Source: an optimization exercise on an open RTL-to-GDS flow (aim: small area, a short achievable clock period and few clock cycles). Production flows keep margins and buffers that such runs may drop. Where RTL was checked, it was by simulation tests only, not by an equivalence proof against the original. No activity file was given, so power comes from the tool's default toggle rates.

// sbmc_tick
module sbmc_tick #(
    parameter integer DT        = 100,
    parameter integer SCALE     = 1000,
    parameter integer N_AVG     = 4,
    parameter integer MASK_BITS = 0
) (
    input  wire        clk,
    input  wire        rst,
    input  wire [31:0] cfg_dist_target,
    input  wire [7:0]  cfg_n_ramp,
    input  wire [15:0] cfg_dwell_ticks,
    input  wire [7:0]  cfg_spd_op,
    input  wire [7:0]  cfg_spd_step,
    input  wire [15:0] cfg_cmd_stop,
    input  wire [15:0] cfg_cmd_rev,
    input  wire        run,
    input  wire        tick,
    input  wire        smp_valid,
    output wire        smp_ready,
    input  wire [55:0] smp_data,
    output wire        drv_valid,
    input  wire        drv_ready,
    output wire [15:0] drv_data,
    output wire        busy,
    output wire        running,
    output wire        fault,
    output wire [1:0]  phase,
    output wire [7:0]  ramp,
    output wire [15:0] dwell,
    output wire [31:0] acc,
    output wire [31:0] vel,
    output wire [31:0] distance
);
Size in the first run: roughly 2400 cells after synthesis, about 300 flip-flops, about 310 I/O pins, ~0.020 mm2 of cells after synthesis.
export LEC_CHECK = 0
export CAP_MARGIN = 20
export CORE_MARGIN = 2
export CORE_UTILIZATION = 40
export CTS_BUF_LIST = sky130_fd_sc_hd__clkbuf_2 sky130_fd_sc_hd__clkbuf_4 sky130_fd_sc_hd__clkbuf_8
export SLEW_MARGIN = 20
create_clock -name core_clock -period 10.0 [get_ports {clk}]
standard.sh (not shown) runs the stock make flow with config.mk's settings and CLKGATE_MAP_FILE= SYNTH_SCRIPT=/design/flow/synth_recipe.tcl, a recipe that flattens the netlist after the stock synthesis.
==> flow/flow/run.sh <==
#!/bin/bash
set -euo pipefail
export SETUP_SLACK_MARGIN=6.6
export BUFFER_PORTS_ARGS="-buffer_cell sky130_fd_sc_hd__buf_2"
bash standard.sh > standard.log 2>&1
Testbench counts at the start, summed over its fixed seeds: cycles 34,941.
Change:
Settings changed: CTS_BUF_LIST sky130_fd_sc_hd__clkbuf_2 sky130_fd_sc_hd__clkbuf_4 sky130_fd_sc_hd__clkbuf_8 to sky130_fd_sc_hd__clkbuf_4 sky130_fd_sc_hd__clkbuf_8, CTS_CLUSTER_DIAMETER set to 70, CTS_CLUSTER_SIZE set to 20.
Routed wire length shrinks slightly; non-clock buffer count grows by 9; clock skew shrinks by 0.014 ns.
Change:
Settings changed: CTS_CLUSTER_DIAMETER 70 to unset, CTS_CLUSTER_SIZE 20 to unset, PLACE_DENSITY set to 0.75.
=> Worst setup slack is worse by 0.14 ns. Total power rises by 23%. Global-route usage falls by 0.25 points. Sequential share of layout area falls by 1.0 points. Die area stays the same. Fmax falls by 3.9%. Cell count rises by 1.7%. Flip-flop and latch count is unchanged. Non-clock buffer count stays the same. Critical path depth stays the same. Cell area rises by 3.6%.
Change:
Settings changed: ABC_AREA set to 1, PLACE_DENSITY 0.75 to unset.
After rerunning: Worst setup slack gets worse by 0.013 ns; area after synthesis fell by 1.1%; total power decreases by 4.9%; clock-buffer cell count came out lower by 5; design area grows by 2.6%; critical path depth increases by 4; non-clock buffer count came out higher by 72; synthesized cell count increases by 8.9%.
Change:
Settings changed: ABC_AREA 1 to unset, CTS_CLUSTER_DIAMETER set to 80, CTS_CLUSTER_SIZE set to 16.
After rerunning: The changed run finished with timing, DRC and antenna clean. Critical path depth shrinks by 4. Global-route usage increases by 0.60 points. Setup slack improves by 0.12 ns. Power goes down by 15%. Design area is lower by 6.3%. Core utilization came out lower by 3.6 points. Synthesized cell count shrinks by 8.2%. Final cell count went down by 9.3%. Fmax is higher by 3.3%. Register-to-register slack gains 0.21 ns. Hold slack gets better by 0.0063 ns.
Change:
--- a/flow/flow/run.sh
+++ b/flow/flow/run.sh
@@ -3 +3 @@
-export SETUP_SLACK_MARGIN=6.6
+export SETUP_SLACK_MARGIN=6.45
Effect: Final cell count came out lower slightly. Routed wire length came out higher slightly. Global-route usage came out higher by 0.12 points. Setup slack degrades by 0.035 ns. Clock skew came out higher by 0.021 ns.

========
sbmc_tick, a different RTL version from the one above (not shown whole).
Size in the first run: ~270 flip-flops, about 310 I/O pins, roughly 0.019 mm2 of cells after synthesis.
==> flow/design.v (excerpt) <==
module sbmc_tick #(
    parameter integer DT        = 100,
    parameter integer SCALE     = 1000,
    parameter integer N_AVG     = 4,
    parameter integer MASK_BITS = 0
) (
    input  wire        clk,
    input  wire        rst,
    input  wire [31:0] cfg_dist_target,
    input  wire [7:0]  cfg_n_ramp,
    input  wire [15:0] cfg_dwell_ticks,
    input  wire [7:0]  cfg_spd_op,
    input  wire [7:0]  cfg_spd_step,
    input  wire [15:0] cfg_cmd_stop,
    input  wire [15:0] cfg_cmd_rev,
    input  wire        run,
    input  wire        tick,
    input  wire        smp_valid,
    output wire        smp_ready,
    input  wire [55:0] smp_data,
    output wire        drv_valid,
    input  wire        drv_ready,
    output wire [15:0] drv_data,
    output wire        busy,
    output wire        running,
    output wire        fault,
    output wire [1:0]  phase,
    output wire [7:0]  ramp,
    output wire [15:0] dwell,
    output wire [31:0] acc,
    output wire [31:0] vel,
    output wire [31:0] distance
);
Settings: LEC_CHECK=0, CAP_MARGIN=20, CORE_MARGIN=2, CORE_UTILIZATION=40, SLEW_MARGIN=20; clock period 10.0 ns.
==> flow/flow/run.sh <==
#!/bin/bash
set -euo pipefail
export SETUP_SLACK_MARGIN=6.6
export BUFFER_PORTS_ARGS="-buffer_cell sky130_fd_sc_hd__buf_2"
bash standard.sh > standard.log 2>&1
The first run passed the timing, design-rule and antenna checks.
Testbench counts at the start, summed over its fixed seeds: cycles 36,672.
Then changed:
==> flow/flow/run.sh (replaced) <==
#!/bin/bash
set -euo pipefail
export SETUP_SLACK_MARGIN=6.6
bash standard.sh > standard.log 2>&1
=> Non-clock buffer count goes up by 5; first-iteration DRC count goes up by 3.0%; global-route usage goes up by 0.52 points; clock power barely changes; sequential power barely changes.

========
== lane 1 ==
sbmc_tick with an RTL version that a note above also has.
Size: roughly 300 flip-flops, ~310 I/O pins, roughly 20,000 µm² of cells after synthesis.
==> flow/config.mk <==
export PLATFORM = sky130hd
export DESIGN_NAME = sbmc_tick
export DESIGN_NICKNAME = sbmc_tick
export VERILOG_FILES = /design/flow/design.v
export SDC_FILE = /design/flow/constraint.sdc
export NUM_CORES = 4
export LEC_CHECK = 0
export CAP_MARGIN = 20
export CORE_MARGIN = 2
export CORE_UTILIZATION = 40
export CTS_BUF_LIST = sky130_fd_sc_hd__clkbuf_4
export SLEW_MARGIN = 20
==> flow/constraint.sdc <==
create_clock -name core_clock -period 10.0 [get_ports {clk}]
set_input_delay 2.0000 -clock core_clock [delete_from_list [all_inputs] [get_ports {clk}]]
set_output_delay 2.0000 -clock core_clock [all_outputs]
set_load 0.01 [all_outputs]
==> flow/flow/run.sh <==
#!/bin/bash
set -euo pipefail
export SETUP_SLACK_MARGIN=6.6
export BUFFER_PORTS_ARGS="-buffer_cell sky130_fd_sc_hd__buf_2"
bash standard.sh > standard.log 2>&1
Lane 1: full flow OK, the timing, design-rule and antenna checks passed
Testbench counts of lane 1, summed over its fixed seeds: cycles 34,941.
Here is what was changed in the inputs of lane 2 compared with lane 1.
- CTS_CLUSTER_DIAMETER: unset -> 80
- CTS_CLUSTER_SIZE: unset -> 16
- CTS_BUF_LIST: sky130_fd_sc_hd__clkbuf_4 -> sky130_fd_sc_hd__clkbuf_4 sky130_fd_sc_hd__clkbuf_8
--- a/flow/flow/run.sh
+++ b/flow/flow/run.sh
@@ -3 +3 @@
-export SETUP_SLACK_MARGIN=6.6
+export SETUP_SLACK_MARGIN=6.75
Notes after the runs:
- Lane 2 finished every stage and its layout cleared the timing, design-rule and antenna checks.
- Lane 1 has a lower met2 usage than lane 2.
- Status: length of routed wiring on met1 parity (lane 1, lane 2)
- [lane 2] worst setup slack fell 190 ps relative to lane 1
- From lane 2 to lane 1, starting density of the core did not move at all.
> inputs changed (lane 2 -> lane 3)
- CTS_CLUSTER_DIAMETER removed (was 80)
- CTS_CLUSTER_SIZE removed (was 16)
--- a/flow/flow/run.sh
+++ b/flow/flow/run.sh
@@ -3 +3 @@
-export SETUP_SLACK_MARGIN=6.75
+export SETUP_SLACK_MARGIN=6.5
## What came out
[lane 3] overall power of the completed layout rose 410 µW relative to lane 2. Net switching power figure: lane 2 and lane 3 compared, lower one is lane 2. Note that the detailed-routed wire length on met3 recorded for lane 2 amounts to 0.899 times the value seen in lane 3. Lane 3 vs lane 2: total of clock buffers placed in the layout up by more than 100%. Re via count: lane 3 is 489 down on lane 2. Result for lane 2 and lane 3: all clean. Summary of the comparison: combinational power share is lower in lane 3, relative to lane 2. Summary of lane 3 over lane 2: wire length on met2 went down; total routing resource utilization after global routing now smaller.

========
== before ==
sbmc_tick, a different RTL version from the one above (not shown whole).
For scale: ~280 flip-flops, ~310 I/O pins, about 20000 µm² of cells after synthesis.
==> flow/config.mk <==
export PLATFORM = sky130hd
export DESIGN_NAME = sbmc_tick
export DESIGN_NICKNAME = sbmc_tick
export VERILOG_FILES = /design/flow/design.v
export SDC_FILE = /design/flow/constraint.sdc
export NUM_CORES = 4
export LEC_CHECK = 0
export CAP_MARGIN = 20
export CORE_MARGIN = 2
export CORE_UTILIZATION = 40
export SETUP_SLACK_MARGIN = 5
export SLEW_MARGIN = 20
==> flow/constraint.sdc <==
create_clock -name core_clock -period 10.0 [get_ports {clk}]
set_input_delay 2.0000 -clock core_clock [delete_from_list [all_inputs] [get_ports {clk}]]
set_output_delay 2.0000 -clock core_clock [all_outputs]
set_load 0.01 [all_outputs]
run.sh (not shown) runs the stock make flow with config.mk's settings and CLKGATE_MAP_FILE= SYNTH_SCRIPT=/design/flow/synth_recipe.tcl, a recipe that flattens the netlist after the stock synthesis.
Stock flow here: none of the scripts above is used.
[inputs] after vs before
Settings: SETUP_SLACK_MARGIN removed (was 5).
==> flow/flow/run.sh (new file) <==
#!/bin/bash
set -euo pipefail
export SETUP_SLACK_MARGIN=6.6
bash standard.sh > standard.log 2>&1
==> flow/standard.sh (new file) <==
#!/bin/bash
# synth_recipe.tcl (not shown) runs the flow's synth.tcl, then flattens the netlist and writes it again
# the make line also repeats each setting of config.mk as NAME=value (left out here)
make -C /OpenROAD-flow-scripts/flow DESIGN_CONFIG=/design/flow/config.mk WORK_HOME=/design/flow/orfs CLKGATE_MAP_FILE= SYNTH_SCRIPT=/design/flow/synth_recipe.tcl "${@:-finish}"
removed: flow/run.sh
Results
- after reached the end of the flow, and the finished layout is clean on the timing, design-rule and antenna checks.
- Total power ended up 2.0% lower on after than on before.
- Higher amount of wire on met2 after detailed routing goes to after over before.
- Fraction of area in registers | after below before
- When after is set beside before, its clock buffer count from CTS turns out to be 1 smaller.
- Of after and before, the lower power dissipated by switching net loads belongs to before.
- From before to after the numbers moved as follows: power density over the cells now sits lower; met3 demand-to-capacity share in global routing now sits higher.
Function was not checked in any run of this note: the RTL went through the layout flow alone.

-- port drivers added, routing unchanged --
In the flow no input, the clock included, has a driving cell. The finished layouts below were timed again as built, in two steps. Step 1: set_driving_cell puts a clkbuf_16 on clk and a buf_2 on each other input, an assumption about the parent block. Step 2 also shifts input and output timing later by t, the mid clock arrival at the registers, as if the neighbouring blocks saw the same clock. Slacks: ideal ports / drivers / drivers and shift; pairs: ideal ports / drivers.
run | shift t [ns] | setup WS [ns] | worst slew at a driven data input, ns | pins driven straight from the clock port
the first run of note 1 | 0.696 | 6.497 / 6.515 / 5.819 | 0.10 | 1
the second run of note 1 | 0.691 | 6.500 / 6.524 / 5.834 | 0.10 | 1
the third run of note 1 | 0.705 | 6.357 / 6.356 / 5.651 | 0.08 | 1
the fourth run of note 1 | 0.696 | 6.343 / 6.370 / 5.674 | 0.10 | 1
the fifth run of note 1 | 0.670 | 6.461 / 6.483 / 5.813 | 0.10 | 1
the sixth run of note 1 | 0.690 | 6.425 / 6.441 / 5.751 | 0.10 | 1
the first run of note 2 | 0.597 | 6.348 / 6.348 / 5.807 | 0.11 | 1
the second run of note 2 | 0.596 | 6.208 / 6.208 / 5.745 | 0.11 | 1
lane 1 | 0.855 | 6.569 / 6.515 / 5.761 | 0.10 | 1
lane 2 | 0.691 | 6.380 / 6.397 / 5.707 | 0.10 | 1
lane 3 | 0.720 | 6.400 / 6.420 / 5.700 | 0.08 | 1
before | 0.600 | 5.484 / 5.484 / 4.892 | 0.09 | 1
after | 0.602 | 6.258 / 6.258 / 6.106 | 0.11 | 1
After both steps every run listed still meets setup and hold. The setup slack of lane 1, which loses most, moves by -0.054 ns with the drivers and by -0.808 ns with both steps.
